Context: an optimization exercise on an open-source flow, tuned for small area. The choices shown serve that exercise and are no tape-out recipe.
RTL that was checked went through simulation tests only; none was proved equivalent to the original.
Only the layout flow was run in run 1; the RTL was not checked for function there.
Power is estimated from default activity; no workload was simulated.

==> design.v <==
module ps2_serial_core (
    input  wire        clk,
    input  wire        rst,           
    input  wire [1:0]  mode,          
    input  wire        two_stop,      
    input  wire        ps2_valid,
    input  wire        ps2_data,
    input  wire        bt_clk_en,
    input  wire        cmd_valid,
    input  wire [4:0]  cmd_op,
    input  wire [26:0] cmd_arg,
    output wire        cmd_ready,
    output reg         rsp_valid,
    output reg  [3:0]  rsp_code,
    output reg  [7:0]  rsp_data,
    output wire        txd,
    output reg  [15:0] rx_ovf,
    output reg  [15:0] tx_ovf
);
    localparam OP_RX_START    = 5'h02;
    localparam OP_RX_STOP     = 5'h03;
    localparam OP_RX_POLL     = 5'h04;
    localparam OP_RX_READ     = 5'h05;
    localparam OP_TX_INIT     = 5'h08;
    localparam OP_TX_TEARDOWN = 5'h09;
    localparam OP_TX_ENQUEUE  = 5'h0A;
    localparam OP_ENC_REPORT  = 5'h10;
    localparam OP_ENC_SEND    = 5'h11;
    localparam OP_ENC_RESET   = 5'h12;
    localparam R_OK         = 4'h0;
    localparam R_BYTE       = 4'h1;
    localparam R_EMPTY      = 4'h2;
    localparam R_TIMEOUT    = 4'h3;
    localparam R_DROPPED    = 4'h4;
    localparam R_NOTDUE     = 4'h6;
    localparam R_SUPPRESSED = 4'h7;
    localparam R_SENT       = 4'h8;
    localparam R_FAULT      = 4'h9;
    localparam R_REFUSED    = 4'hA;
    localparam MODE_TWO   = 2'd0;
    localparam MODE_WHEEL = 2'd2;
    function [15:0] satadd;
        input [15:0] a;
        input [7:0]  b;
        reg   [15:0] s;
        reg   [16:0] c;
        reg          bi;
        integer k;
        begin
            c[0] = 1'b0;
            for (k = 0; k < 16; k = k + 1) begin
                bi = (k < 8) ? b[k] : b[7];
                s[k]   = a[k] ^ bi ^ c[k];
                c[k+1] = (a[k] & bi) | (a[k] & c[k]) | (bi & c[k]);
            end
            if (!a[15] && !b[7] && s[15])
                satadd = 16'h7FFF;
            else if (a[15] && b[7] && (!s[15] || s[14:0] == 15'd0))
                satadd = 16'h8001;
            else
                satadd = s;
        end
    endfunction
    function [16:0] inc16;
        input [15:0] a;
        reg   [16:0] c;
        integer k;
        begin
            c[0] = 1'b1;
            for (k = 0; k < 16; k = k + 1) begin
                inc16[k] = a[k] ^ c[k];
                c[k+1]   = a[k] & c[k];
            end
            inc16[16] = c[16];
        end
    endfunction
    function [16:0] dec16;
        input [15:0] a;
        reg   [16:0] c;
        integer k;
        begin
            c[0] = 1'b1;
            for (k = 0; k < 16; k = k + 1) begin
                dec16[k] = a[k] ^ c[k];
                c[k+1]   = ~a[k] & c[k];
            end
            dec16[16] = c[16];
        end
    endfunction
    reg        rx_armed;
    reg [9:0]  rx_sr;         
    reg        rx_par;        
    reg        tx_armed;
    reg [15:0] bt_compare;
    reg [15:0] bt_left;       
    reg [9:0]  tx_sr;         
    reg signed [15:0] acc_dx;
    reg signed [15:0] acc_dy;
    reg signed [15:0] acc_wheel;
    reg [2:0]  cur_buttons;
    reg [2:0]  last_buttons;
    reg [5:0]  due_left;      
    reg        send_busy;
    reg        read_busy;
    reg [15:0] left;          
    reg [4:0]  rx_p;          
    reg [7:0]  rx_mem [0:15];
    reg [4:0]  tx_p;          
    reg [6:0]  tx_mem [0:15];
    wire busy = send_busy | read_busy;
    assign cmd_ready = !busy;
    wire accept = cmd_valid && !busy;
    wire is_op_rx_start  = accept && cmd_op == OP_RX_START;
    wire is_op_rx_stop   = accept && cmd_op == OP_RX_STOP;
    wire is_op_rx_poll   = accept && cmd_op == OP_RX_POLL;
    wire is_op_rx_read   = accept && cmd_op == OP_RX_READ;
    wire is_op_tx_init   = accept && cmd_op == OP_TX_INIT;
    wire is_op_tx_down   = accept && cmd_op == OP_TX_TEARDOWN;
    wire is_op_tx_enq    = accept && cmd_op == OP_TX_ENQUEUE;
    wire is_op_report    = accept && cmd_op == OP_ENC_REPORT;
    wire is_op_send      = accept && cmd_op == OP_ENC_SEND;
    wire is_op_enc_reset = accept && cmd_op == OP_ENC_RESET;
    wire rx_start_ok = is_op_rx_start && !rx_armed;
    wire tx_init_ok  = is_op_tx_init  && !tx_armed;
    wire [16:0] left_dec = dec16(left);
    wire last_step = (left == 16'd1);
    wire bt_step  = tx_armed && bt_clk_en;
    wire [16:0] bt_dec = dec16(bt_left);
    wire bt_zero  = bt_dec[16];
    wire tick     = bt_step && bt_zero;
    wire tx_idle  = (tx_sr[9:1] == 9'd0);           
    wire tx_empty = tx_p[4];
    wire tx_pop   = tick && tx_idle && !tx_empty;
    wire [6:0] tx_rd = tx_mem[tx_p[3:0]];
    always @(posedge clk) begin
        if (tx_init_ok) begin
            bt_compare <= cmd_arg[15:0];
            bt_left    <= cmd_arg[15:0];
        end else if (bt_step) begin
            bt_left    <= bt_zero ? bt_compare : bt_dec[15:0];
        end
    end
    always @(posedge clk) begin
        if (rst) begin
            tx_armed <= 1'b0;
            tx_sr    <= 10'd1;
        end else if (tx_init_ok || is_op_tx_down) begin
            tx_armed <= tx_init_ok;
            tx_sr    <= 10'd1;
        end else if (tick) begin
            if (!tx_idle)
                tx_sr <= {1'b0, tx_sr[9:1]};
            else if (!tx_empty)
                tx_sr <= {two_stop, 1'b1, tx_rd, 1'b0};
        end
    end
    assign txd = tx_sr[0];
    wire       two_btn  = (mode == MODE_TWO);
    wire       wheel    = (mode == MODE_WHEEL);
    wire [5:0] period   = two_btn ? (two_stop ? 6'd30 : 6'd27)
                                  : (two_stop ? 6'd40 : 6'd36);
    wire       due      = (due_left == 6'd0) || (due_left == 6'd1 && tick);
    wire       moving   = (acc_dx != 0) || (acc_dy != 0) || (wheel && acc_wheel != 0);
    wire       send_go  = is_op_send && due && (moving || cur_buttons != last_buttons);
    wire       send_end = send_busy && last_step;
    always @(posedge clk) begin
        if (rst || send_go || is_op_enc_reset)
            due_left <= period;
        else if (tick && due_left != 6'd0)
            due_left <= due_left - 1'b1;
    end
    always @(posedge clk) begin
        if (rst || is_op_enc_reset) begin
            acc_dx       <= 16'sd0;
            acc_dy       <= 16'sd0;
            acc_wheel    <= 16'sd0;
            cur_buttons  <= 3'b000;
            last_buttons <= 3'b000;
        end else if (is_op_report) begin
            acc_dx      <= satadd(acc_dx, cmd_arg[23:16]);
            acc_dy      <= satadd(acc_dy, cmd_arg[15:8]);
            acc_wheel   <= satadd(acc_wheel, cmd_arg[7:0]);
            cur_buttons <= cmd_arg[26:24];
        end else if (send_end) begin
            acc_dx    <= 16'sd0;
            acc_dy    <= 16'sd0;
            acc_wheel <= 16'sd0;
        end else if (send_go) begin
            last_buttons <= cur_buttons;
        end
    end
    wire       dx_hi = !acc_dx[15] && (acc_dx[14:7] != 8'h00);
    wire       dx_lo =  acc_dx[15] && !(acc_dx[14:7] == 8'hFF && acc_dx[6:0] != 7'd0);
    wire [7:0] dx8   = dx_hi ? 8'h7F : dx_lo ? 8'h81 : acc_dx[7:0];
    wire       dy_hi = !acc_dy[15] && (acc_dy[14:7] != 8'h00);
    wire       dy_lo =  acc_dy[15] && !(acc_dy[14:7] == 8'hFF && acc_dy[6:0] != 7'd0);
    wire [7:0] dy_n  = ~acc_dy[7:0] + 1'b1;
    wire [7:0] dy8   = dy_hi ? 8'h81 : dy_lo ? 8'h7F : dy_n;
    wire [6:0] b0  = {1'b1, cur_buttons[0], cur_buttons[1], dy8[7:6], dx8[7:6]};
    wire [6:0] b1  = {1'b0, dx8[5:0]};
    wire [6:0] b2  = {1'b0, dy8[5:0]};
    wire [6:0] b3  = wheel ? {2'b00, cur_buttons[2], acc_wheel[3:0]}
                           : {1'b0, cur_buttons[2], 5'b00000};
    reg [6:0] pkt_byte;
    always @(*) begin
        case ({two_btn, left[1:0]})
            3'b000:  pkt_byte = b0;
            3'b011:  pkt_byte = b1;
            3'b010:  pkt_byte = b2;
            3'b001:  pkt_byte = b3;
            3'b111:  pkt_byte = b0;
            3'b110:  pkt_byte = b1;
            default: pkt_byte = b2;
        endcase
    end
    wire       tx_clear = tx_init_ok || is_op_tx_down;
    wire       tx_push  = is_op_tx_enq || send_busy;
    wire [6:0] tx_wdata = send_busy ? pkt_byte : cmd_arg[6:0];
    wire       tx_full  = !tx_clear && !tx_pop && (tx_p == 5'd15);
    wire       tx_push_ok = tx_push && !tx_full;
    integer i;
    always @(posedge clk) begin
        if (rst)
            tx_p <= 5'd31;
        else if (tx_clear)
            tx_p <= tx_push ? 5'd0 : 5'd31;
        else
            tx_p <= tx_p + tx_push_ok - tx_pop;
    end
    always @(posedge clk) begin
        if (tx_push_ok) begin
            tx_mem[0] <= tx_wdata;
            for (i = 1; i < 16; i = i + 1)
                tx_mem[i] <= tx_mem[i-1];
        end
    end
    wire [16:0] tx_ovf_inc = inc16(tx_ovf);
    always @(posedge clk) begin
        if (rst)
            tx_ovf <= 16'h0000;
        else if (tx_push && tx_full && !tx_ovf_inc[16])
            tx_ovf <= tx_ovf_inc[15:0];
    end
    wire       rx_armed_a = rx_start_ok ? 1'b1 : is_op_rx_stop ? 1'b0 : rx_armed;
    wire [9:0] rx_sr_a    = rx_start_ok ? 10'd0 : rx_sr;
    wire       rx_par_a   = rx_start_ok ? 1'b0 : rx_par;
    wire       edge_step  = ps2_valid && rx_armed_a;
    wire       at_await   = (rx_sr_a == 10'd0);
    wire       at_stop    = rx_sr_a[0];
    wire       rx_push    = edge_step && at_stop && ps2_data && rx_par_a;
    always @(posedge clk) begin
        if (rst)
            rx_armed <= 1'b0;
        else
            rx_armed <= rx_armed_a;
    end
    always @(posedge clk) begin
        rx_sr  <= rx_sr_a;
        rx_par <= rx_par_a;
        if (edge_step) begin
            if (at_await) begin
                if (!ps2_data)
                    rx_sr <= 10'b10_0000_0000;
            end else if (at_stop) begin
                rx_sr  <= 10'd0;
                rx_par <= 1'b0;
            end else begin
                rx_sr  <= {ps2_data, rx_sr_a[9:1]};
                rx_par <= rx_par_a ^ ps2_data;
            end
        end
    end
    wire       rx_empty = rx_p[4];
    wire [7:0] rx_rd    = rx_mem[rx_p[3:0]];
    wire       rx_pop   = (is_op_rx_poll || is_op_rx_read || read_busy) && !rx_empty;
    wire       rx_full  = !rx_start_ok && !rx_pop && (rx_p == 5'd15);
    wire       rx_push_ok = rx_push && !rx_full;
    always @(posedge clk) begin
        if (rst)
            rx_p <= 5'd31;
        else if (rx_start_ok)
            rx_p <= rx_push ? 5'd0 : 5'd31;
        else
            rx_p <= rx_p + rx_push_ok - rx_pop;
    end
    always @(posedge clk) begin
        if (rx_push_ok) begin
            rx_mem[0] <= rx_sr_a[8:1];
            for (i = 1; i < 16; i = i + 1)
                rx_mem[i] <= rx_mem[i-1];
        end
    end
    wire [16:0] rx_ovf_inc = inc16(rx_ovf);
    always @(posedge clk) begin
        if (rst)
            rx_ovf <= 16'h0000;
        else if (rx_push && rx_full && !rx_ovf_inc[16])
            rx_ovf <= rx_ovf_inc[15:0];
    end
    wire rsp_now = send_end || (read_busy && (!rx_empty || last_step)) ||
                   (accept && !((is_op_rx_read && rx_empty && cmd_arg[15:0] != 16'd0) ||
                                send_go));
    always @(posedge clk) begin
        if (rst) begin
            send_busy <= 1'b0;
            read_busy <= 1'b0;
            rsp_valid <= 1'b0;
        end else begin
            rsp_valid <= rsp_now;
            if (send_busy) begin
                if (last_step)
                    send_busy <= 1'b0;
            end else if (read_busy) begin
                if (!rx_empty || last_step)
                    read_busy <= 1'b0;
            end else begin
                if (is_op_rx_read && rx_empty && cmd_arg[15:0] != 16'd0)
                    read_busy <= 1'b1;
                if (send_go)
                    send_busy <= 1'b1;
            end
        end
    end
    always @(posedge clk) begin
        if (busy)
            left <= left_dec[15:0];
        else if (is_op_rx_read)
            left <= cmd_arg[15:0];
        else if (is_op_send)
            left <= two_btn ? 16'd3 : 16'd4;
    end
    always @(posedge clk) begin
        if (send_busy) begin
            rsp_data[2:0] <= rsp_data[2:0] + tx_push_ok;
            rsp_code      <= R_SENT;
        end else if (read_busy) begin
            rsp_code <= rx_empty ? R_TIMEOUT : R_BYTE;
            rsp_data <= rx_empty ? 8'd0 : rx_rd;
        end else begin
            rsp_data <= 8'd0;
            case (cmd_op)
                OP_RX_START:
                    rsp_code <= rx_armed ? R_FAULT : R_OK;
                OP_RX_STOP:
                    rsp_code <= R_OK;
                OP_RX_POLL, OP_RX_READ: begin
                    rsp_code <= rx_empty ? (cmd_op[0] ? R_TIMEOUT : R_EMPTY) : R_BYTE;
                    rsp_data <= rx_empty ? 8'd0 : rx_rd;
                end
                OP_TX_INIT:
                    rsp_code <= tx_armed ? R_FAULT : R_OK;
                OP_TX_TEARDOWN:
                    rsp_code <= R_OK;
                OP_TX_ENQUEUE:
                    rsp_code <= tx_push_ok ? R_OK : R_DROPPED;
                OP_ENC_REPORT:
                    rsp_code <= R_OK;
                OP_ENC_SEND:
                    rsp_code <= !due ? R_NOTDUE : R_SUPPRESSED;
                OP_ENC_RESET:
                    rsp_code <= R_OK;
                default:
                    rsp_code <= R_REFUSED;
            endcase
        end
    end
endmodule
==> run.sh <==
#!/bin/bash
# synth_recipe.tcl (not shown) runs the flow's synth.tcl, then flattens the netlist and writes it again
# the make line also repeats each setting of config.mk as NAME=value (left out here)
make -C /OpenROAD-flow-scripts/flow DESIGN_CONFIG=/design/flow/config.mk WORK_HOME=/design/flow/orfs CLKGATE_MAP_FILE= SYNTH_SCRIPT=/design/flow/synth_recipe.tcl finish
==> config.mk <==
export PLATFORM = sky130hd
export DESIGN_NAME = ps2_serial_core
export DESIGN_NICKNAME = ps2_serial_core
export VERILOG_FILES = /design/flow/design.v
export SDC_FILE = /design/flow/constraint.sdc
export NUM_CORES = 4
export LEC_CHECK = 0
export CAP_MARGIN = 20
export CORE_MARGIN = 2
export CORE_UTILIZATION = 60
export CTS_BUF_LIST = sky130_fd_sc_hd__clkbuf_16
export CTS_CLUSTER_DIAMETER = 80
export CTS_CLUSTER_SIZE = 30
export PLACE_DENSITY = 0.7
export SLEW_MARGIN = 20
==> constraint.sdc <==
create_clock -name core_clock -period 10.0 [get_ports {clk}]
set_input_delay 2.0000 -clock core_clock [delete_from_list [all_inputs] [get_ports {clk}]]
set_output_delay 2.0000 -clock core_clock [all_outputs]
set_load 0.01 [all_outputs]
==> impl_metrics.py, run 1 <==
metrics = {
    "run_status": {
        "status": "no timing/DRC/antenna violations",
    },
    "critical_path": {
        "crit_buf_inv": 2,
        "worstPathCellList": "clkdlybuf4s50_1 -> ha_1 -> fa_1 -> fa_1 -> fa_1 -> fa_1 -> fa_1 -> fa_1 -> fa_1 -> fa_1 -> fa_1 -> fa_1 -> fa_1 -> fa_1 -> fa_1 -> fa_1 -> xor2_1 -> and2_1 -> buf_4 -> nor2_1 -> a22oi_1 -> nor2_1",
        "worstSetupStartpointType": "input pin",
        "arrival_ns": 9.36,
        "critical_path_class": "input pin to register",
        "crit_fanout": 9,
        "end_kind": "register",
        "cp.required_ns": 10.45,
        "cpPeakStageDelay_ns": 0.54,
        "worst_path_most_repeated_cell": "fa_1",
        "crit_slowest_cell": "clkdlybuf4s50_1",
        "critPathTopFamily": "adder cells",
    },
    "power_and_ir_drop": {
        "p_clk_share_pct": 33.1,
        "switchingPower_w": 0.0008672,
        "power.internal_w": 0.002529,
        "powerDensity_mw_per_mm2": 152.3,
        "ir_drop_mv": 0.1560,
        "pwr-share-comb_pct": 10.4,
        "leakage_nw": 8.135,
        "seq_power_share_pct": 56.5,
        "netSwitchingFraction_pct": 25.54,
    },
    "cells_and_area": {
        "drive_gt1_share_pct": 7.266,
        "stdcell_count": 2129,
        "multi_input_area_mm2": 0.008006,
        "regArea_mm2": 0.01156,
        "area_growth_pct": 10.13,
        "fillers": 2575,
        "fin_nets": 1841,
    },
    "yosys": {
        "synthesis.area_mm2": 0.02025,
        "synth_top_cell_by_area": "edfxtp_1",
        "synth-edff-count": 299,
        "yosysWarningCount": 3,
        "syn_nets": 1799,
        "synth_seq_area_share_pct": 57.09,
        "synth-main-ff-cell": "edfxtp_1",
        "syn_area_per_cell_um2": 12.50,
        "ys_ff_latch": 428,
        "synth_area_leaders": "edfxtp_1 (44%), dfxtp_1 (13%), ha_1 (5.8%), fa_1 (4.3%), a21oi_1 (2.6%)",
        "synthCells": 1620,
        "synthArstFlopShare_pct": 0,
        "synth_cell_types": 84,
        "synth_top_area_share_pct": 44.34,
    },
    "floorplanning": {
        "coreArea_mm2": 0.03336,
        "die_area_mm2": 0.03524,
        "initial_utilization_pct": 60.69,
        "die_y_um": 187.7,
        "rows": 67,
        "die_w_um": 187.7,
        "ioPinCount": 88,
    },
    "min_path": {
        "hold_path_class": "register to register",
    },
    "sta": {
        "rsz0062_at_grt": "false",
        "fmax_ghz": 0.1122,
        "min_period_ns": 8.910,
        "tns_ns": 0,
        "finalMaxSlewViolations": 0,
        "worst_clock_skew_ns": 0.01969,
        "timing_hold_violations_final": 0,
        "max_slew_margin_pct": 28.29,
        "setup_viol": 0,
        "fin_crit_sh_pct": 89.10,
        "tightest_slew_ns": 1.076,
    },
    "clocking": {
        "cts.path.max_buffers": 3,
        "cts_tree": "yes",
        "cts_setup_buffers": 0,
        "cts_sinks": 428,
        "clkSlewWorstSetupHoldPaths_ns": 0.10,
        "hold_buffers": 0,
        "numCtsBuffers": 23,
        "cts.htree.levels": 1,
        "cts_resized": 0,
        "clk_latency_ns": 0.56,
        "cts_root_buffer": "clkbuf_16",
    },
    "grt": {
        "antenna_found_initial": 4,
        "grt_max_degree": 84,
        "grt_pass1_vias": 12790,
        "grt_overflow": 0,
        "track_usage_pct": 24.64,
        "grt_pass1_wl_um": 69770,
    },
    "place": {
        "dp_hpwl_um": 29300,
        "dpl.cell_count": 2085,
        "portBuffers": 87,
        "routabilityCongestion": 0.8657,
    },
    "route": {
        "drcViolationCount": 0,
        "drt_pass1_iterations": 7,
        "ant_nets": 0,
        "drt_iter0_markers": 1195,
        "wirelength_um": 43450,
        "via_per_inst": 6.144,
        "wl_per_cell_um": 20.41,
        "vias": 13080,
    },
    "job": {
        "max-cap-violations": 0,
    },
}
==> layer usage <==
metal	GRT usage, %	share of wire, %	routed length (um)	vias up
li1	-	-	-	6213
met1	35.81	44	19280	6412
met2	39.10	47	20390	381
met3	3.238	5.8	2509	73
met4	7.359	2.9	1253	2
met5	0	0.037	16	-
==> placed cells by master (no fill, tap or decap), types with 16 or more instances in the layout <==
cell             count
edfxtp_1           299
dfxtp_1            129
a21oi_1            105
ha_1                94
nand2_1             87
clkdlybuf4s50_1     86
nor2_1              84
o21ai_0             72
inv_1               71
mux2i_1             51
fa_1                44
o2bb2ai_1           43
nand2b_1            39
a22o_1              27
buf_4               27
nand3_1             26
a22oi_1             25
clkbuf_16           24
nor4_1              23
a222oi_1            21
a221oi_1            20
xnor2_1             18
nor3_1              17
and2_1              16
==> worst paths after layout <==
check                                          startpoint                   endpoint  cells after the start  slack (ns)
worst max-delay path                           cmd_arg[8]    acc_dy[15]$_SDFFE_PP0P_                     22        1.09
worst min-delay path              tx_mem[12][3]$_DFFE_PP_    tx_mem[13][3]$_DFFE_PP_                      0        0.45
worst max register to register  acc_wheel[0]$_SDFFE_PP0P_  acc_wheel[6]$_SDFFE_PP0P_                     20        2.69
worst min register to register    tx_mem[12][3]$_DFFE_PP_    tx_mem[13][3]$_DFFE_PP_                      0        0.45
==> area by class of cell <==
type                       count  share of cell area, %
antenna                        2                0.02244
multi-input combinational   1021                  35.90
clock buffer                  24                  2.693
tap                          448                  2.514
inverter                      74                  1.268
sequential                   428                  51.84
timing repair buffer         114                  4.792
clock inverter                18                 0.9650
==> through the flow <==
stage / area, um^2 / power, W / hold slack, ns / setup slack [ns] / utilization [%]
CTS: 22290 / 0.003418 / 0.4498 / 1.174 / 66.80
detailed placement: 21470 / 0.002308 / 0.4335 / 0.5937 / 64.35
global placement: 21470 / 0.002302 / 0.4246 / 0.6607 / 64.35
global route: 22300 / 0.003518 / 0.4579 / 0.8644 / 66.84
finish: 22300 / 0.003396 / 0.4538 / 1.090 / 66.84
floorplan: 20250 / 0.002194 / 0.4168 / 1.394 / -
==> flip-flops by register name, indices dropped and copies added (netlist names), 3 cells and up <==
| name | cells |
|---|---|
| acc_dx | 16 |
| due_left | 6 |
| acc_wheel | 16 |
| tx_p | 5 |
| rx_ovf | 16 |
| rx_p | 5 |
| bt_left | 16 |
| tx_ovf | 16 |
| rsp_code | 4 |
| rsp_data | 8 |
| rx_mem | 128 |
| last_buttons | 3 |
| cur_buttons | 3 |
| bt_compare | 16 |
| left | 16 |
| tx_mem | 112 |
| tx_sr | 10 |
| rx_sr | 10 |
| acc_dy | 16 |
==> kinds of logic (layout without fill, tap and decap cells) <==
family | count (synthesis) | in the layout | synth area share [%]
DFF | 428 | 428 | 57.09
adders and majority gates | 138 | 138 | 10.16
and+or+nand+nor | 383 | 383 | 10.44
other | 0 | 2 | 0
xor gates and xnor gates | 25 | 25 | 1.081
buffers and inverters | 171 | 230 | 3.423
AOI/OAI and AO/OA | 411 | 411 | 14.24
muxes | 64 | 64 | 3.559
==> synth_stat cells (all sizes together) (5+ instances only) <==
| library cell | n |
|---|---|
| edfxtp | 299 |
| dfxtp | 129 |
| a21oi | 105 |
| ha | 94 |
| nand2 | 87 |
| nor2 | 84 |
| o21ai | 77 |
| inv | 73 |
| clkbuf | 68 |
| mux2i | 51 |
| fa | 44 |
| o2bb2ai | 43 |
| nand2b | 39 |
| buf | 29 |
| a22o | 27 |
| nor4 | 27 |
| nand3 | 26 |
| a22oi | 25 |
| a222oi | 21 |
| a221oi | 20 |
| xnor2 | 18 |
| and2 | 17 |
| nor3 | 17 |
| nor2b | 15 |
| nand4 | 14 |
| a31oi | 13 |
| a211oi | 10 |
| a21o | 8 |
| mux2 | 8 |
| or4 | 8 |
| a21bo | 7 |
| nand3b | 7 |
| xor2 | 7 |
| nor4b | 6 |
| or2 | 6 |
| or3 | 6 |
| and4 | 5 |
| mux4 | 5 |
| o21bai | 5 |
==> power groups by stage <==
stage / Clock [W] / Sequential (W) / Combinational, W
3_3_place_gp: 0 / 0.00196 / 0.000344
3_5_place_dp: 0 / 0.00196 / 0.000349
5_1_grt: 0.00121 / 0.00192 / 0.000389
4_1_cts: 0.00115 / 0.00192 / 0.000352
2_1_floorplan: 0 / 0.00195 / 0.000243
6_report: 0.00112 / 0.00192 / 0.000354
==> run 2: changes to the inputs <==
--- a/design.v
+++ b/design.v
@@ -1 +1,26 @@
+module satadd16 (
+    input  wire [15:0] a,
+    input  wire [7:0]  b,
+    output wire [15:0] s
+);
+    wire [15:0] bx = {{8{b[7]}}, b};
+    wire [15:0] r;
+    genvar k;
+    generate
+        for (k = 0; k < 16; k = k + 1) begin : bit_
+            wire ci;
+            wire co;
+            if (k == 0) begin : first
+                assign ci = 1'b0;
+            end else begin : rest
+                assign ci = bit_[k-1].co;
+            end
+            assign r[k] = a[k] ^ bx[k] ^ ci;
+            assign co   = (a[k] & bx[k]) | (a[k] & ci) | (bx[k] & ci);
+        end
+    endgenerate
+    wire pos_sat = !a[15] && !b[7] && r[15];
+    wire neg_sat =  a[15] &&  b[7] && (!r[15] || r[14:0] == 15'd0);
+    assign s = pos_sat ? 16'h7FFF : neg_sat ? 16'h8001 : r;
+endmodule
 module ps2_serial_core (
@@ -41,26 +66,5 @@
     localparam MODE_WHEEL = 2'd2;
-    function [15:0] satadd;
-        input [15:0] a;
-        input [7:0]  b;
-        reg   [15:0] s;
-        reg   [16:0] c;
-        reg          bi;
-        integer k;
-        begin
-            c[0] = 1'b0;
-            for (k = 0; k < 16; k = k + 1) begin
-                bi = (k < 8) ? b[k] : b[7];
-                s[k]   = a[k] ^ bi ^ c[k];
-                c[k+1] = (a[k] & bi) | (a[k] & c[k]) | (bi & c[k]);
-            end
-            if (!a[15] && !b[7] && s[15])
-                satadd = 16'h7FFF;
-            else if (a[15] && b[7] && (!s[15] || s[14:0] == 15'd0))
-                satadd = 16'h8001;
-            else
-                satadd = s;
-        end
-    endfunction
     function [16:0] inc16;
         input [15:0] a;
+        input        ci;
         reg   [16:0] c;
@@ -68,3 +72,3 @@
         begin
-            c[0] = 1'b1;
+            c[0] = ci;
             for (k = 0; k < 16; k = k + 1) begin
@@ -78,2 +82,3 @@
         input [15:0] a;
+        input        ci;
         reg   [16:0] c;
@@ -81,3 +86,3 @@
         begin
-            c[0] = 1'b1;
+            c[0] = ci;
             for (k = 0; k < 16; k = k + 1) begin
@@ -101,3 +106,3 @@
     reg [2:0]  last_buttons;
-    reg [5:0]  due_left;      
+    reg [5:0]  due_lfsr;      
     reg        send_busy;
@@ -124,8 +129,7 @@
     wire tx_init_ok  = is_op_tx_init  && !tx_armed;
-    wire [16:0] left_dec = dec16(left);
+    wire [16:0] left_dec = dec16(left, busy);
     wire last_step = (left == 16'd1);
     wire bt_step  = tx_armed && bt_clk_en;
-    wire [16:0] bt_dec = dec16(bt_left);
-    wire bt_zero  = bt_dec[16];
-    wire tick     = bt_step && bt_zero;
+    wire [16:0] bt_dec = dec16(bt_left, bt_step);
+    wire tick     = bt_dec[16];                      
     wire tx_idle  = (tx_sr[9:1] == 9'd0);           
@@ -138,4 +142,4 @@
             bt_left    <= cmd_arg[15:0];
-        end else if (bt_step) begin
-            bt_left    <= bt_zero ? bt_compare : bt_dec[15:0];
+        end else begin
+            bt_left    <= tick ? bt_compare : bt_dec[15:0];
         end
@@ -159,5 +163,6 @@
     wire       wheel    = (mode == MODE_WHEEL);
-    wire [5:0] period   = two_btn ? (two_stop ? 6'd30 : 6'd27)
-                                  : (two_stop ? 6'd40 : 6'd36);
-    wire       due      = (due_left == 6'd0) || (due_left == 6'd1 && tick);
+    wire [5:0] due_seed = two_btn ? (two_stop ? 6'b001110 : 6'b110010)
+                                  : (two_stop ? 6'b100111 : 6'b111010);
+    wire       due_end  = (due_lfsr == 6'b111111);
+    wire       due      = due_end || (due_lfsr == 6'b011111 && tick);
     wire       moving   = (acc_dx != 0) || (acc_dy != 0) || (wheel && acc_wheel != 0);
@@ -167,5 +172,24 @@
         if (rst || send_go || is_op_enc_reset)
-            due_left <= period;
-        else if (tick && due_left != 6'd0)
-            due_left <= due_left - 1'b1;
+            due_lfsr <= due_seed;
+        else if (tick && !due_end)
+            due_lfsr <= {due_lfsr[4:0], due_lfsr[5] ^ due_lfsr[4]};
+    end
+    wire [7:0] add_dx    = is_op_report ? cmd_arg[23:16] : 8'd0;
+    wire [7:0] add_dy    = is_op_report ? cmd_arg[15:8]  : 8'd0;
+    wire [7:0] add_wheel = is_op_report ? cmd_arg[7:0]   : 8'd0;
+    wire       acc_clear = rst || is_op_enc_reset || send_end;
+    wire [15:0] sum_dx, sum_dy, sum_wheel;
+    satadd16 u_add_dx    (.a(acc_dx),    .b(add_dx),    .s(sum_dx));
+    satadd16 u_add_dy    (.a(acc_dy),    .b(add_dy),    .s(sum_dy));
+    satadd16 u_add_wheel (.a(acc_wheel), .b(add_wheel), .s(sum_wheel));
+    always @(posedge clk) begin
+        if (acc_clear) begin
+            acc_dx    <= 16'sd0;
+            acc_dy    <= 16'sd0;
+            acc_wheel <= 16'sd0;
+        end else begin
+            acc_dx    <= sum_dx;
+            acc_dy    <= sum_dy;
+            acc_wheel <= sum_wheel;
+        end
     end
@@ -173,5 +197,2 @@
         if (rst || is_op_enc_reset) begin
-            acc_dx       <= 16'sd0;
-            acc_dy       <= 16'sd0;
-            acc_wheel    <= 16'sd0;
             cur_buttons  <= 3'b000;
@@ -179,10 +200,3 @@
         end else if (is_op_report) begin
-            acc_dx      <= satadd(acc_dx, cmd_arg[23:16]);
-            acc_dy      <= satadd(acc_dy, cmd_arg[15:8]);
-            acc_wheel   <= satadd(acc_wheel, cmd_arg[7:0]);
-            cur_buttons <= cmd_arg[26:24];
-        end else if (send_end) begin
-            acc_dx    <= 16'sd0;
-            acc_dy    <= 16'sd0;
-            acc_wheel <= 16'sd0;
+            cur_buttons  <= cmd_arg[26:24];
         end else if (send_go) begin
@@ -236,3 +250,3 @@
     end
-    wire [16:0] tx_ovf_inc = inc16(tx_ovf);
+    wire [16:0] tx_ovf_inc = inc16(tx_ovf, tx_push && tx_full && (tx_ovf != 16'hFFFF));
     always @(posedge clk) begin
@@ -240,3 +254,3 @@
             tx_ovf <= 16'h0000;
-        else if (tx_push && tx_full && !tx_ovf_inc[16])
+        else
             tx_ovf <= tx_ovf_inc[15:0];
@@ -292,3 +306,3 @@
     end
-    wire [16:0] rx_ovf_inc = inc16(rx_ovf);
+    wire [16:0] rx_ovf_inc = inc16(rx_ovf, rx_push && rx_full && (rx_ovf != 16'hFFFF));
     always @(posedge clk) begin
@@ -296,3 +310,3 @@
             rx_ovf <= 16'h0000;
-        else if (rx_push && rx_full && !rx_ovf_inc[16])
+        else
             rx_ovf <= rx_ovf_inc[15:0];
@@ -324,5 +338,3 @@
     always @(posedge clk) begin
-        if (busy)
-            left <= left_dec[15:0];
-        else if (is_op_rx_read)
+        if (is_op_rx_read)
             left <= cmd_arg[15:0];
@@ -330,2 +342,4 @@
             left <= two_btn ? 16'd3 : 16'd4;
+        else
+            left <= left_dec[15:0];
     end
==> flow/run.sh (new file) <==
#!/bin/bash
# Standard ORFS layout (the standard.sh, unchanged synthesis, floorplan,
# power grid and routing) with two layout choices changed:
#   - CTS: larger sink clusters, no dummy loads
#   - port buffers: the smallest buffer cell
# Each tool's full output stays in the ORFS logs folder (orfs/logs/...);
# make's own output goes to make_finish.log here.
set -uo pipefail
bash standard.sh \
  "CTS_ARGS=-sink_clustering_enable -repair_clock_nets -dont_use_dummy_load -buf_list sky130_fd_sc_hd__clkbuf_8 -sink_clustering_size 20 -sink_clustering_max_diameter 60" \
  "BUFFER_PORTS_ARGS=-buffer_cell sky130_fd_sc_hd__buf_1" \
  finish > make_finish.log 2>&1
==> standard.sh (new file) <==
#!/bin/bash
# synth_recipe.tcl (not shown) runs the flow's synth.tcl, then flattens the netlist and writes it again
# the make line also repeats each setting of config.mk as NAME=value (left out here)
make -C /OpenROAD-flow-scripts/flow DESIGN_CONFIG=/design/flow/config.mk WORK_HOME=/design/flow/orfs CLKGATE_MAP_FILE= SYNTH_SCRIPT=/design/flow/synth_recipe.tcl "${@:-finish}"
--- a/config.mk
+++ b/config.mk
@@ -10,5 +10,2 @@
 export CORE_UTILIZATION = 60
-export CTS_BUF_LIST = sky130_fd_sc_hd__clkbuf_16
-export CTS_CLUSTER_DIAMETER = 80
-export CTS_CLUSTER_SIZE = 30
 export PLACE_DENSITY = 0.7
removed: run.sh
==> impl_metrics.py, run 2 <==
metrics = {
    "run_status": {
        "status": "no timing/DRC/antenna violations",
    },
    "route": {
        "via_per_inst": 6.132,
        "ant_nets": 0,
        "drt_pass1_iterations": 6,
        "vias": 12490,
        "drcViolationCount": 0,
        "wl_per_cell_um": 19.34,
        "wirelength_um": 39400,
        "drt_iter0_markers": 1227,
    },
    "cells_and_area": {
        "stdcell_count": 2037,
        "reg.largest.list": "rx_mem: 128 flops, tx_mem: 112 flops",
        "fin_nets": 1816,
        "final_common_cell": "edfxtp_1",
        "final_cell_mix": "edfxtp_1 (267), dfxtp_1 (161), nand2_1 (144), a21oi_1 (103), ha_1 (94)",
        "finalCoreUtilization_pct": 64.47,
        "drive_gt1_share_pct": 6.361,
        "stdcell_area_mm2": 0.02024,
        "area_growth_pct": 6.463,
        "top_register": "rx_mem",
        "largest_reg_flops": 128,
        "antenna_cells": 0,
    },
    "clocking": {
        "cts_root_buffer": "clkbuf_8",
        "cts_tree": "yes",
        "hold_buffers": 0,
        "cts_sinks": 428,
        "clk_latency_ns": 0.57,
        "cts_resized": 0,
        "cts.htree.levels": 2,
        "clkSlewWorstSetupHoldPaths_ns": 0.10,
        "cts.path.max_buffers": 3,
        "numCtsBuffers": 34,
        "cts_setup_buffers": 0,
    },
    "power_and_ir_drop": {
        "ir_drop_mv": 0.09148,
        "powerDensity_mw_per_mm2": 157.9,
        "leakage_nw": 7.822,
    },
    "sta": {
        "fmax_ghz": 0.1061,
        "timing_hold_violations_final": 0,
        "max_slew_margin_pct": 32.46,
        "setup_viol": 0,
        "holdWs_ns": 0.4284,
        "min_period_ns": 9.422,
        "rsz0062_at_grt": "false",
        "finalMaxSlewViolations": 0,
        "tightest_slew_ns": 1.013,
        "fin_crit_sh_pct": 94.22,
        "worst_clock_skew_ns": 0.05620,
    },
    "yosys": {
        "synth-edff-count": 267,
        "synthArstFlopShare_pct": 0,
        "synthCells": 1563,
        "synth_cell_types": 73,
        "synth_seq_area_share_pct": 59.13,
        "yosysWarningCount": 3,
        "ys_ff_latch": 428,
        "yosysMostFrequentCell": "edfxtp_1",
        "synth_top_cell_by_area": "edfxtp_1",
        "syn_nets": 1742,
        "synth_top_area_share_pct": 42.17,
        "syn_area_per_cell_um2": 12.16,
        "synthesis.area_mm2": 0.01901,
        "synthTopCellsByCount": "edfxtp_1 (267), dfxtp_1 (161), nand2_1 (144)",
        "synth_area_leaders": "edfxtp_1 (42%), dfxtp_1 (17%), ha_1 (6.2%), fa_1 (4.6%), nand2_1 (2.8%)",
        "synth-main-ff-cell": "edfxtp_1",
    },
    "floorplanning": {
        "die_area_mm2": 0.03312,
        "initial_utilization_pct": 60.56,
        "die_y_um": 182,
        "die_w_um": 182,
        "ioPinCount": 88,
        "coreArea_mm2": 0.03139,
        "rows": 65,
    },
    "critical_path": {
        "crit_fanout": 15,
        "worstSetupStartpointType": "input pin",
        "critical_path_class": "input pin to register",
        "end_kind": "register",
        "arrival_ns": 9.79,
        "cp.required_ns": 10.37,
    },
    "min_path": {
        "hold_path_class": "register to register",
    },
    "grt": {
        "grt_max_degree": 70,
        "track_usage_pct": 23.98,
        "grt_pass1_vias": 11950,
        "grt_overflow": 0,
        "antenna_found_initial": 0,
        "grt_pass1_wl_um": 63380,
    },
    "place": {
        "dpl.cell_count": 2003,
        "routabilityCongestion": 0.8804,
        "portBuffers": 87,
        "dp_hpwl_um": 26800,
        "dpl_cell_area_mm2": 0.01977,
    },
    "job": {
        "max-cap-violations": 0,
    },
}
[run 2: layout make-up]
type                            count  area, um^2
Timing Repair Buffer              116       545.5
Sequential cell                   428       11240
Clock buffer                       34       467.9
Tap cell                          402       503.0
Multi-Input combinational cell    988        7223
Fill cell                        2483       11150
Inverter                           69       259.0
[run 2: metrics by stage]
| stage | setup WS (ns) | power [W] | TNS [ns] |
|---|---|---|---|
| global route | 0.03381 | 0.003348 | 0 |
| finish | 0.5783 | 0.003197 | 0 |
| global placement | 0.2296 | 0.002397 | 0 |
| CTS | 0.5909 | 0.003227 | 0 |
| detailed placement | -0.01484 | 0.002408 | -0.06149 |
| floorplan | 0.2118 | 0.002286 | 0 |
[run 2: kinds of logic (layout without fill, tap and decap cells)]
group | count (synthesis) | count (layout) | synth area share, %
buffers and inverters | 147 | 219 | 2.988
muxes | 37 | 37 | 2.527
AOI/OAI and AO/OA | 339 | 339 | 11.71
xor gates and xnor gates | 25 | 25 | 1.152
DFF | 428 | 428 | 59.13
and+or+nand+nor | 449 | 449 | 11.68
adders and majority gates | 138 | 138 | 10.82
[run 2: worst paths after layout]
path / start / to / slack, ns / cells after the start
min reg2reg: rx_mem[5][2]$_DFFE_PP_ / rx_mem[6][2]$_DFFE_PP_ / 0.43 / 0
min: rx_mem[5][2]$_DFFE_PP_ / rx_mem[6][2]$_DFFE_PP_ / 0.43 / 0
max reg2reg: send_busy$_SDFF_PP0_ / acc_wheel[2]$_SDFF_PP0_ / 1.27 / 27
max: cmd_op[2] / acc_wheel[2]$_SDFF_PP0_ / 0.58 / 28
[run 2: power breakdown]
part,leakage (nW),internal (W),switching (W),total (W)
logic,3.81,0.000162,0.000242,0.000405
clock network,0.244,0.000307,0.000521,0.000828
registers,3.77,0.00192,0.0000428,0.00196
total,7.82,0.00239,0.000806,0.00320
[run 2: per-layer routing]
layer	GRT usage, %	vias up	share of wire, %
met4	6.290	0	2.1
met5	0	-	0
met1	35.87	6126	45
met3	3.169	64	6.7
li1	-	5894	-
met2	37.36	407	46
[run 2: worst max-delay path, stage by stage]
cell	delay, ns
buf_1	0.19
nor2_1	0.11
nand3_1	0.11
nor2_2	0.08
and2_1	0.17
ha_1	0.20
fa_1	0.40
inv_1	0.08
fa_1	0.16
inv_1	0.05
fa_1	0.41
fa_1	0.42
fa_1	0.43
fa_1	0.42
fa_1	0.43
fa_1	0.42
fa_1	0.43
fa_1	0.43
fa_1	0.44
fa_1	0.42
fa_1	0.43
fa_1	0.48
nor4_1	0.25
nand2_1	0.08
o21ai_0	0.16
nand2_1	0.32
nand2b_1	0.18
a21oi_1	0.07
==> run 3: changes to the inputs <==
--- a/flow/run.sh
+++ b/flow/run.sh
@@ -9,3 +9,3 @@
 bash standard.sh \
-  "CTS_ARGS=-sink_clustering_enable -repair_clock_nets -dont_use_dummy_load -buf_list sky130_fd_sc_hd__clkbuf_8 -sink_clustering_size 20 -sink_clustering_max_diameter 60" \
+  "CTS_ARGS=-sink_clustering_enable -repair_clock_nets -dont_use_dummy_load -buf_list sky130_fd_sc_hd__clkbuf_4 -sink_clustering_size 12 -sink_clustering_max_diameter 50" \
   "BUFFER_PORTS_ARGS=-buffer_cell sky130_fd_sc_hd__buf_1" \
==> impl_metrics.py, run 3 <==
metrics = {
    "run_status": {
        "status": "no timing/DRC/antenna violations",
    },
    "cells_and_area": {
        "fin_nets": 1827,
        "reg.largest.list": "rx_mem: 128 flops, tx_mem: 112 flops",
        "stdcell_count": 2050,
        "final_cell_mix": "edfxtp_1 (267), dfxtp_1 (161), nand2_1 (144), a21oi_1 (103), ha_1 (94)",
        "top_register": "rx_mem",
        "area_growth_pct": 5.805,
        "largest_reg_flops": 128,
        "drive_gt1_share_pct": 6.987,
        "final_common_cell": "edfxtp_1",
    },
    "critical_path": {
        "cp.required_ns": 10.52,
        "path_depth": 28,
        "crit_fanout": 15,
        "cpPeakStageDelay_ns": 0.48,
        "crit_slowest_cell": "fa_1",
        "worst_path_most_repeated_cell": "fa_1",
        "critPathTopFamily": "adder cells",
        "r2r_slack_ns": 1.30,
        "worstSetupStartpointType": "input pin",
        "crit_end": "acc_wheel[4]$_SDFF_PP0_",
        "critical_path_class": "input pin to register",
        "end_kind": "register",
        "r2r-end": "acc_wheel[4]$_SDFF_PP0_",
        "startpoint": "cmd_op[2]",
        "reg2reg_from": "send_busy$_SDFF_PP0_",
        "crit_buf_inv": 3,
        "arrival_ns": 9.77,
        "reg2reg_depth": 27,
    },
    "floorplanning": {
        "rows": 65,
        "die_w_um": 182,
        "coreArea_mm2": 0.03139,
        "ioPinCount": 88,
        "initial_utilization_pct": 60.56,
        "die_y_um": 182,
        "die_area_mm2": 0.03312,
    },
    "yosys": {
        "synthTopCellsByCount": "edfxtp_1 (267), dfxtp_1 (161), nand2_1 (144)",
        "synthCells": 1563,
        "synth-main-ff-cell": "edfxtp_1",
        "synthArstFlopShare_pct": 0,
        "synthesis.area_mm2": 0.01901,
        "yosysWarningCount": 3,
        "synth-edff-count": 267,
        "syn_area_per_cell_um2": 12.16,
        "synth_area_leaders": "edfxtp_1 (42%), dfxtp_1 (17%), ha_1 (6.2%), fa_1 (4.6%), nand2_1 (2.8%)",
        "syn_nets": 1742,
        "synth_cell_types": 73,
        "synth_top_area_share_pct": 42.17,
        "ys_ff_latch": 428,
        "synth_top_cell_by_area": "edfxtp_1",
        "yosysMostFrequentCell": "edfxtp_1",
        "synth_seq_area_share_pct": 59.13,
    },
    "power_and_ir_drop": {
        "switchingPower_w": 0.0007904,
        "ir_drop_mv": 0.09831,
        "p_clk_share_pct": 23.1,
        "pwr-share-comb_pct": 13.2,
        "seq_power_share_pct": 63.7,
        "leakage_nw": 7.785,
        "power.internal_w": 0.002292,
        "powerDensity_mw_per_mm2": 153.2,
        "netSwitchingFraction_pct": 25.64,
    },
    "grt": {
        "grt_pass1_wl_um": 63110,
        "grt_overflow": 0,
        "track_usage_pct": 23.85,
        "grt_pass1_vias": 12010,
        "grt_max_degree": 70,
        "antenna_found_initial": 1,
    },
    "route": {
        "drcViolationCount": 0,
        "via_per_inst": 6.120,
        "wl_per_cell_um": 19.13,
        "wirelength_um": 39220,
        "drt_pass1_iterations": 9,
        "vias": 12550,
        "drt_iter0_markers": 1224,
        "ant_nets": 0,
    },
    "job": {
        "max-cap-violations": 0,
    },
    "sta": {
        "worst_clock_skew_ns": 0.08236,
        "fin_ws_ns": 0.7430,
        "timing_hold_violations_final": 0,
        "setup_viol": 0,
        "finalMaxSlewViolations": 0,
        "rsz0062_at_grt": "false",
        "max_slew_margin_pct": 35.01,
        "fmax_ghz": 0.1080,
        "fin_crit_sh_pct": 92.57,
        "min_period_ns": 9.257,
        "tightest_slew_ns": 0.9729,
    },
    "clocking": {
        "numCtsBuffers": 45,
        "cts_root_buffer": "clkbuf_4",
        "cts_resized": 0,
        "cts_setup_buffers": 0,
        "cts.htree.levels": 2,
        "cts_sinks": 428,
        "cts.path.max_buffers": 3,
        "clkSlewWorstSetupHoldPaths_ns": 0.12,
        "cts_tree": "yes",
        "clk_latency_ns": 0.68,
        "hold_buffers": 0,
    },
    "place": {
        "routabilityCongestion": 0.8804,
        "pre_cts_slack_ns": -0.01484,
        "dpl.cell_count": 2003,
        "portBuffers": 87,
        "dp_hpwl_um": 26800,
    },
    "min_path": {
        "hold_path_class": "register to register",
    },
}
[run 3: cell counts after synthesis]
Identical to the previous run, type by type.
[run 3: layout make-up]
type,instances,area [um^2]
timing repair buffer,116,545.5
clock buffer,45,337.8
sequential,428,11240
inverter,69,259.0
tap,402,503.0
multi-input combinational,988,7223
fill,2486,11280
antenna,2,5.005
[run 3: cell families after synthesis]
group,Yosys count,share of synthesized area (%)
adders and majority gates,138,10.82
and+or+nand+nor,449,11.68
DFF,428,59.13
muxes,37,2.527
xor gates and xnor gates,25,1.152
AOI/OAI and AO/OA,339,11.71
buffers and inverters,147,2.988
[run 3: power by group through the flow]
stage / clock network, W / registers (W) / logic [W]
3_5_place_dp: 0 / 0.00200 / 0.000404
4_1_cts: 0.000744 / 0.00196 / 0.000407
5_1_grt: 0.000804 / 0.00197 / 0.000460
3_3_place_gp: 0 / 0.00200 / 0.000395
2_1_floorplan: 0 / 0.00199 / 0.000293
6_report: 0.000713 / 0.00196 / 0.000406
[run 3: per-layer routing]
metal	up-vias	GRT usage, %	part of all wire [%]	wire [um]
met1	6122	35.78	45	17780
met2	428	36.75	46	17940
li1	5931	-	-	-
met3	64	3.470	6.9	2715
met5	-	0	0	0
met4	0	6.355	2.0	791
[run 3: stage by stage]
step | utilization, % | cell area, um^2 | power (W) | TNS [ns] | hold slack (ns)
2_1_floorplan | - | 19010 | 0.002286 | 0 | 0.4174
3_3_place_gp | 62.97 | 19770 | 0.002397 | 0 | 0.4251
3_5_place_dp | 62.97 | 19770 | 0.002408 | -0.06149 | 0.4268
4_1_cts | 64.05 | 20110 | 0.003115 | 0 | 0.3585
5_1_grt | 64.07 | 20110 | 0.003237 | 0 | 0.3492
6_report | 64.07 | 20110 | 0.003082 | 0 | 0.3685
[run 3: how the worst min path moves through the flow]
stage | startpoint | slack, ns | end | cells past startpoint
after floorplan | tx_mem[2][5]$_DFFE_PP_ | 0.42 | tx_mem[3][5]$_DFFE_PP_ | 0
after global placement | rx_mem[7][5]$_DFFE_PP_ | 0.43 | rx_mem[8][5]$_DFFE_PP_ | 0
after detailed placement | tx_mem[2][5]$_DFFE_PP_ | 0.43 | tx_mem[3][5]$_DFFE_PP_ | 0
after CTS | rx_mem[9][2]$_DFFE_PP_ | 0.36 | rx_mem[10][2]$_DFFE_PP_ | 0
after global routing | rx_mem[9][2]$_DFFE_PP_ | 0.35 | rx_mem[10][2]$_DFFE_PP_ | 0
final | rx_mem[9][2]$_DFFE_PP_ | 0.37 | rx_mem[10][2]$_DFFE_PP_ | 0
==> run 4: changes to the inputs <==
--- a/flow/run.sh
+++ b/flow/run.sh
@@ -9,3 +9,3 @@
 bash standard.sh \
-  "CTS_ARGS=-sink_clustering_enable -repair_clock_nets -dont_use_dummy_load -buf_list sky130_fd_sc_hd__clkbuf_4 -sink_clustering_size 12 -sink_clustering_max_diameter 50" \
+  "CTS_ARGS=-sink_clustering_enable -repair_clock_nets -dont_use_dummy_load -buf_list sky130_fd_sc_hd__clkbuf_16 -sink_clustering_size 30 -sink_clustering_max_diameter 80" \
   "BUFFER_PORTS_ARGS=-buffer_cell sky130_fd_sc_hd__buf_1" \
--- a/config.mk
+++ b/config.mk
@@ -9,4 +9,4 @@
 export CORE_MARGIN = 2
-export CORE_UTILIZATION = 60
-export PLACE_DENSITY = 0.7
+export CORE_UTILIZATION = 70
+export PLACE_DENSITY = 0.8
 export SLEW_MARGIN = 20
==> impl_metrics.py, run 4 <==
metrics = {
    "sta": {
        "rsz0062_at_grt": "false",
        "finalMaxSlewViolations": 0,
        "worst_clock_skew_ns": 0.03931,
        "holdWs_ns": 0.4511,
        "timing_hold_violations_final": 0,
        "fmax_ghz": 0.1049,
        "min_period_ns": 9.531,
        "fin_crit_sh_pct": 95.31,
        "setup_viol": 0,
        "tns_ns": 0,
        "tightest_slew_ns": 1.041,
        "max_slew_margin_pct": 30.57,
    },
    "grt": {
        "track_usage_pct": 27.65,
        "grt.busiest_layer": "met2",
        "grt_overflow": 0,
        "grt_use_met2_pct": 44.40,
        "grt_max_degree": 64,
        "grt_pass1_vias": 12030,
        "grt_pass1_wl_um": 62720,
        "antenna_found_initial": 1,
        "met3_usage_pct": 4.232,
        "gr-usage-met1_pct": 40.55,
    },
    "floorplanning": {
        "ioPinCount": 88,
        "coreArea_mm2": 0.02680,
        "die_w_um": 168.8,
        "initial_utilization_pct": 70.93,
        "rows": 60,
        "die_area_mm2": 0.02849,
        "die_y_um": 168.8,
    },
    "route": {
        "ant_nets": 0,
        "via_per_inst": 6.433,
        "wirelength_um": 39690,
        "wl_per_cell_um": 20.25,
        "vias": 12610,
        "drt_iter0_markers": 1421,
        "drcViolationCount": 0,
        "drt_pass1_iterations": 6,
    },
    "power_and_ir_drop": {
        "ir_drop_mv": 0.1498,
        "powerDensity_mw_per_mm2": 159.1,
        "leakage_nw": 7.802,
    },
    "cells_and_area": {
        "multi_input_area_mm2": 0.007221,
        "area_growth_pct": 5.956,
        "fillers": 1757,
        "final_cell_mix": "edfxtp_1 (267), dfxtp_1 (161), nand2_1 (144), a21oi_1 (103), ha_1 (94)",
        "reg.largest.list": "rx_mem: 128 flops, tx_mem: 112 flops",
        "largest_reg_flops": 128,
        "fin_nets": 1800,
        "drive_gt1_share_pct": 5.374,
        "stdcell_count": 1960,
        "top_register": "rx_mem",
        "final_common_cell": "edfxtp_1",
        "antenna_cells": 0,
        "regArea_mm2": 0.01124,
    },
    "yosys": {
        "synthCells": 1563,
        "synth_cell_types": 73,
        "ys_ff_latch": 428,
        "yosysMostFrequentCell": "edfxtp_1",
        "synth_top_area_share_pct": 42.17,
        "synthesis.area_mm2": 0.01901,
        "synthArstFlopShare_pct": 0,
        "yosysWarningCount": 3,
        "syn_nets": 1742,
        "syn_area_per_cell_um2": 12.16,
        "synthTopCellsByCount": "edfxtp_1 (267), dfxtp_1 (161), nand2_1 (144)",
        "synth_seq_area_share_pct": 59.13,
        "synth_top_cell_by_area": "edfxtp_1",
        "synth-main-ff-cell": "edfxtp_1",
        "synth-edff-count": 267,
        "synth_area_leaders": "edfxtp_1 (42%), dfxtp_1 (17%), ha_1 (6.2%), fa_1 (4.6%), nand2_1 (2.8%)",
    },
    "clocking": {
        "cts_root_buffer": "clkbuf_16",
        "hold_buffers": 0,
        "clk_latency_ns": 0.54,
        "clkSlewWorstSetupHoldPaths_ns": 0.11,
        "cts_tree": "yes",
        "cts.htree.levels": 1,
        "cts.path.max_buffers": 3,
        "numCtsBuffers": 18,
        "cts_sinks": 428,
        "cts_resized": 0,
        "cts_setup_buffers": 0,
    },
    "min_path": {
        "hold_depth": 0,
        "holdCritStartpoint": "tx_mem[14][2]$_DFFE_PP_",
        "hold_path_end": "tx_mem[15][2]$_DFFE_PP_",
        "hold_path_class": "register to register",
    },
    "critical_path": {
        "r2r-end": "acc_wheel[9]$_SDFF_PP0_",
        "crit_fanout": 15,
        "worstSetupStartpointType": "input pin",
        "cpPeakStageDelay_ns": 0.49,
        "r2r_slack_ns": 1.14,
        "crit_slowest_cell": "fa_1",
        "reg2reg_depth": 27,
        "arrival_ns": 9.87,
        "end_kind": "register",
        "cp.required_ns": 10.34,
        "worst_path_most_repeated_cell": "fa_1",
        "critical_path_class": "input pin to register",
        "reg2reg_from": "send_busy$_SDFF_PP0_",
    },
    "job": {
        "max-cap-violations": 0,
    },
    "place": {
        "portBuffers": 87,
        "dp_hpwl_um": 27300,
        "routabilityCongestion": 0.9218,
        "dpl.cell_count": 1942,
    },
    "run_status": {
        "status": "no timing/DRC/antenna violations",
    },
}
==> run 4: cell types whose count changed in the layout (fill, tap and decap cells not counted), sizes merged <==
| cell | delta |
|---|---|
| clkbuf | -27 |
| diode | -2 |
==> run 4: per-stage QoR <==
stage	total power (W)	setup slack (ns)	area [um^2]	util [%]
2_1_floorplan	0.002286	0.2118	19010	-
3_3_place_gp	0.002392	0.2204	19690	73.47
3_5_place_dp	0.002410	-0.06382	19690	73.47
4_1_cts	0.003212	0.4929	20140	75.15
5_1_grt	0.003321	0.04107	20140	75.16
6_report	0.003205	0.4688	20140	75.16
==> run 4: cells by family (layout without fill, tap and decap cells) <==
| kind of cell | after synthesis | in the layout | synth area share (%) |
|---|---|---|---|
| AOI/OAI and AO/OA | 339 | 339 | 11.71 |
| xor gates and xnor gates | 25 | 25 | 1.152 |
| adders and majority gates | 138 | 138 | 10.82 |
| buffers and inverters | 147 | 203 | 2.988 |
| DFF | 428 | 428 | 59.13 |
| muxes | 37 | 37 | 2.527 |
| and+or+nand+nor | 449 | 449 | 11.68 |
==> run 4: where the power goes <==
part / switching [W] / internal (W)
sequential: 0.0000452 / 0.00192
combinational: 0.000250 / 0.000163
clock: 0.000500 / 0.000327
==> run 4: area by class of cell <==
cell class / count / area share (%)
clock buffer: 18 / 2.236
timing repair buffer: 116 / 2.708
inverter: 69 / 1.286
sequential: 428 / 55.80
multi-input combinational: 988 / 35.85
tap: 341 / 2.118
==> run 4: routing by layer <==
metal,part of all wire (%),vias to the layer above
met5,0.030,-
met4,2.2,2
met3,7.2,72
met2,47,486
met1,43,6194
li1,-,5855
==> run 4: critical path: cells and delay by family <==
family                     cells  cell delay, ns
adders and majority gates     15            5.98
buffers and inverters          3            0.32
AOI/OAI and AO/OA              2            0.25
and+or+nand+nor                8            1.30
==> run 4: worst max path at each step <==
stage	to	cells past startpoint	startpoint
after floorplan	acc_wheel[10]$_SDFF_PP0_	30	cmd_op[3]
after global placement	acc_wheel[2]$_SDFF_PP0_	28	cmd_op[4]
after detailed placement	acc_wheel[4]$_SDFF_PP0_	28	cmd_op[2]
after CTS	acc_wheel[4]$_SDFF_PP0_	28	cmd_op[4]
after global routing	acc_wheel[4]$_SDFF_PP0_	28	cmd_op[2]
final	acc_wheel[9]$_SDFF_PP0_	28	cmd_op[2]
==> run 5: changes to the inputs <==
--- a/config.mk
+++ b/config.mk
@@ -9,4 +9,4 @@
 export CORE_MARGIN = 2
-export CORE_UTILIZATION = 70
-export PLACE_DENSITY = 0.8
+export CORE_UTILIZATION = 60
+export PLACE_DENSITY = 0.7
 export SLEW_MARGIN = 20
==> impl_metrics.py, run 5 <==
metrics = {
    "run_status": {
        "status": "no timing/DRC/antenna violations",
    },
    "cells_and_area": {
        "largest_reg_flops": 128,
        "final_common_cell": "edfxtp_1",
        "fin_nets": 1802,
        "area_growth_pct": 6.634,
        "fillers": 2464,
        "stdcell_count": 2023,
        "final_cell_mix": "edfxtp_1 (267), dfxtp_1 (161), nand2_1 (144), a21oi_1 (103), ha_1 (94)",
        "reg.largest.list": "rx_mem: 128 flops, tx_mem: 112 flops",
        "top_register": "rx_mem",
        "antenna_cells": 0,
        "drive_gt1_share_pct": 5.552,
    },
    "route": {
        "drcViolationCount": 0,
        "vias": 12370,
        "ant_nets": 0,
        "wl_per_cell_um": 19.33,
        "via_per_inst": 6.114,
        "wirelength_um": 39100,
        "drt_pass1_iterations": 6,
        "drt_iter0_markers": 1073,
    },
    "sta": {
        "tns_ns": 0,
        "fin_ws_ns": 0.5511,
        "holdWs_ns": 0.4336,
        "fin_crit_sh_pct": 94.49,
        "rsz0062_at_grt": "false",
        "max_slew_margin_pct": 33.77,
        "timing_hold_violations_final": 0,
        "setup_viol": 0,
        "min_period_ns": 9.449,
        "fmax_ghz": 0.1058,
        "worst_clock_skew_ns": 0.08018,
        "tightest_slew_ns": 0.9935,
        "finalMaxSlewViolations": 0,
    },
    "grt": {
        "grt_overflow": 0,
        "track_usage_pct": 23.57,
        "grt_pass1_wl_um": 62770,
        "grt_pass1_vias": 11850,
        "gr-usage-met1_pct": 35.61,
        "met3_usage_pct": 2.788,
        "grt.busiest_layer": "met2",
        "grt_use_met2_pct": 37.18,
        "grt_max_degree": 70,
        "antenna_found_initial": 0,
    },
    "yosys": {
        "syn_area_per_cell_um2": 12.16,
        "synth-main-ff-cell": "edfxtp_1",
        "syn_nets": 1742,
        "synth_top_cell_by_area": "edfxtp_1",
        "synth_area_leaders": "edfxtp_1 (42%), dfxtp_1 (17%), ha_1 (6.2%), fa_1 (4.6%), nand2_1 (2.8%)",
        "synthTopCellsByCount": "edfxtp_1 (267), dfxtp_1 (161), nand2_1 (144)",
        "synth_cell_types": 73,
        "synthCells": 1563,
        "ys_ff_latch": 428,
        "yosysWarningCount": 3,
        "synth_top_area_share_pct": 42.17,
        "synthesis.area_mm2": 0.01901,
        "synth_seq_area_share_pct": 59.13,
        "synthArstFlopShare_pct": 0,
        "synth-edff-count": 267,
        "yosysMostFrequentCell": "edfxtp_1",
    },
    "min_path": {
        "holdCritStartpoint": "tx_mem[5][4]$_DFFE_PP_",
        "hold_path_class": "register to register",
    },
    "floorplanning": {
        "rows": 65,
        "coreArea_mm2": 0.03139,
        "ioPinCount": 88,
        "die_area_mm2": 0.03312,
        "die_y_um": 182,
        "die_w_um": 182,
        "initial_utilization_pct": 60.56,
    },
    "critical_path": {
        "worstSetupStartpointType": "input pin",
        "critical_path_class": "input pin to register",
        "reg2reg_from": "send_busy$_SDFF_PP0_",
        "arrival_ns": 9.82,
        "end_kind": "register",
        "startpoint": "cmd_op[2]",
        "crit_fanout": 15,
        "cp.required_ns": 10.38,
    },
    "place": {
        "portBuffers": 87,
        "dpl.cell_count": 2003,
        "routabilityCongestion": 0.8804,
        "dp_hpwl_um": 26800,
        "pre_cts_slack_ns": -0.01484,
    },
    "power_and_ir_drop": {
        "leakage_nw": 7.824,
        "netSwitchingFraction_pct": 24.49,
        "seq_power_share_pct": 60.7,
        "powerDensity_mw_per_mm2": 159.6,
        "switchingPower_w": 0.0007922,
        "ir_drop_mv": 0.1038,
        "p_clk_share_pct": 26.8,
        "pwr-share-comb_pct": 12.5,
        "power.internal_w": 0.002443,
    },
    "clocking": {
        "cts_tree": "yes",
        "cts_resized": 0,
        "clkSlewWorstSetupHoldPaths_ns": 0.11,
        "hold_buffers": 0,
        "cts_setup_buffers": 0,
        "clk_latency_ns": 0.54,
        "cts_root_buffer": "clkbuf_16",
        "cts.htree.levels": 1,
        "cts.path.max_buffers": 3,
        "numCtsBuffers": 20,
        "cts_sinks": 428,
    },
    "job": {
        "max-cap-violations": 0,
    },
}
## run 5: cell count changes in the layout (fill, tap and decap cells not counted), sizes merged
cell	previous run	this run
clkbuf	19	21
## run 5: cell families after synthesis
group	count (synthesis)	synth area share [%]
buffers and inverters	147	2.988
XOR/XNOR	25	1.152
AO/OA/AOI/OAI	339	11.71
AND/OR/NAND/NOR	449	11.68
multiplexers	37	2.527
adder cells (fa/ha/maj)	138	10.82
flip-flops	428	59.13
## run 5: metrics by stage
| step | area (um^2) | util, % | total power (W) |
|---|---|---|---|
| after floorplan | 19010 | - | 0.002286 |
| after global placement | 19770 | 62.97 | 0.002397 |
| after detailed placement | 19770 | 62.97 | 0.002408 |
| after CTS | 20270 | 64.57 | 0.003265 |
| after global routing | 20270 | 64.58 | 0.003377 |
| final | 20270 | 64.58 | 0.003235 |
## run 5: power by group through the flow
stage	Combinational [W]	Clock (W)	Sequential, W
global route	0.000461	0.000943	0.00197
CTS	0.000407	0.000894	0.00196
finish	0.000406	0.000866	0.00196
detailed placement	0.000404	0	0.00200
global placement	0.000395	0	0.00200
floorplan	0.000293	0	0.00199
## run 5: worst paths after layout
kind / end / slack (ns) / cells after the start
worst min register to register: tx_mem[6][4]$_DFFE_PP_ / 0.43 / 0
worst max-delay path: acc_wheel[4]$_SDFF_PP0_ / 0.55 / 28
worst max register to register: acc_wheel[4]$_SDFF_PP0_ / 1.29 / 27
worst min-delay path: tx_mem[6][4]$_DFFE_PP_ / 0.43 / 0
## run 5: per-layer routing
metal | wire length [um] | vias to the layer above
li1 | - | 5862
met1 | 18030 | 6085
met2 | 18060 | 373
met3 | 2267 | 49
met4 | 741 | 0
met5 | 0 | -
## run 5: critical path, cell delays in order
cell,delay [ns]
buf_1,0.19
nor2_1,0.11
nand3_1,0.11
nor2_2,0.08
and2_1,0.18
ha_1,0.20
fa_1,0.40
inv_1,0.08
fa_1,0.16
inv_1,0.05
fa_1,0.41
fa_1,0.42
fa_1,0.43
fa_1,0.43
fa_1,0.43
fa_1,0.44
fa_1,0.44
fa_1,0.43
fa_1,0.44
fa_1,0.42
fa_1,0.43
fa_1,0.48
nor4_1,0.26
nand2_1,0.08
o21ai_0,0.16
nand2_1,0.31
nand2_1,0.18
a21oi_1,0.08
## run 5: layout make-up
class | instances | area, um^2 | share of cell area [%]
Clock buffer | 20 | 500.5 | 2.469
Inverter | 69 | 259.0 | 1.278
Multi-Input combinational cell | 988 | 7223 | 35.63
Sequential cell | 428 | 11240 | 55.45
Tap cell | 402 | 503.0 | 2.481
Timing Repair Buffer | 116 | 545.5 | 2.691

## separate check: timing with driven ports
How much do the figures lean on ideal ports? The routed layouts below were timed once more, with nothing changed but the port constraints. Step 1 sets driving cells, clkbuf_16 on the clock port and buf_2 on the other inputs (assumed; they add their load-dependent delay and slew). Step 2 moves the port delays by t, midway between the first and last clock arrival at a register: inputs arrive t later, outputs are due t later. That takes back most of the time a late clock gives input paths. Slacks: ideal / step 1 / step 2; pairs: ideal / step 1.
| run | shift t [ns] | setup WS [ns] | pins driven straight from the clock port |
|---|---|---|---|
| run 1 | 0.611 | 1.090 / 1.123 / 0.512 | 1 |
| run 2 | 0.590 | 0.578 / 0.568 / -0.021 | 1 |
| run 3 | 0.691 | 0.743 / 0.732 / 0.041 | 1 |
| run 4 | 0.566 | 0.469 / 0.451 / -0.115 | 1 |
| run 5 | 0.556 | 0.551 / 0.545 / -0.011 | 1 |
Met with ideal ports but missed after step 2: setup timing in run 2, run 4 and run 5. For run 3, which loses most, drivers alone change the setup slack by -0.011 ns; drivers and shift together by -0.702 ns.
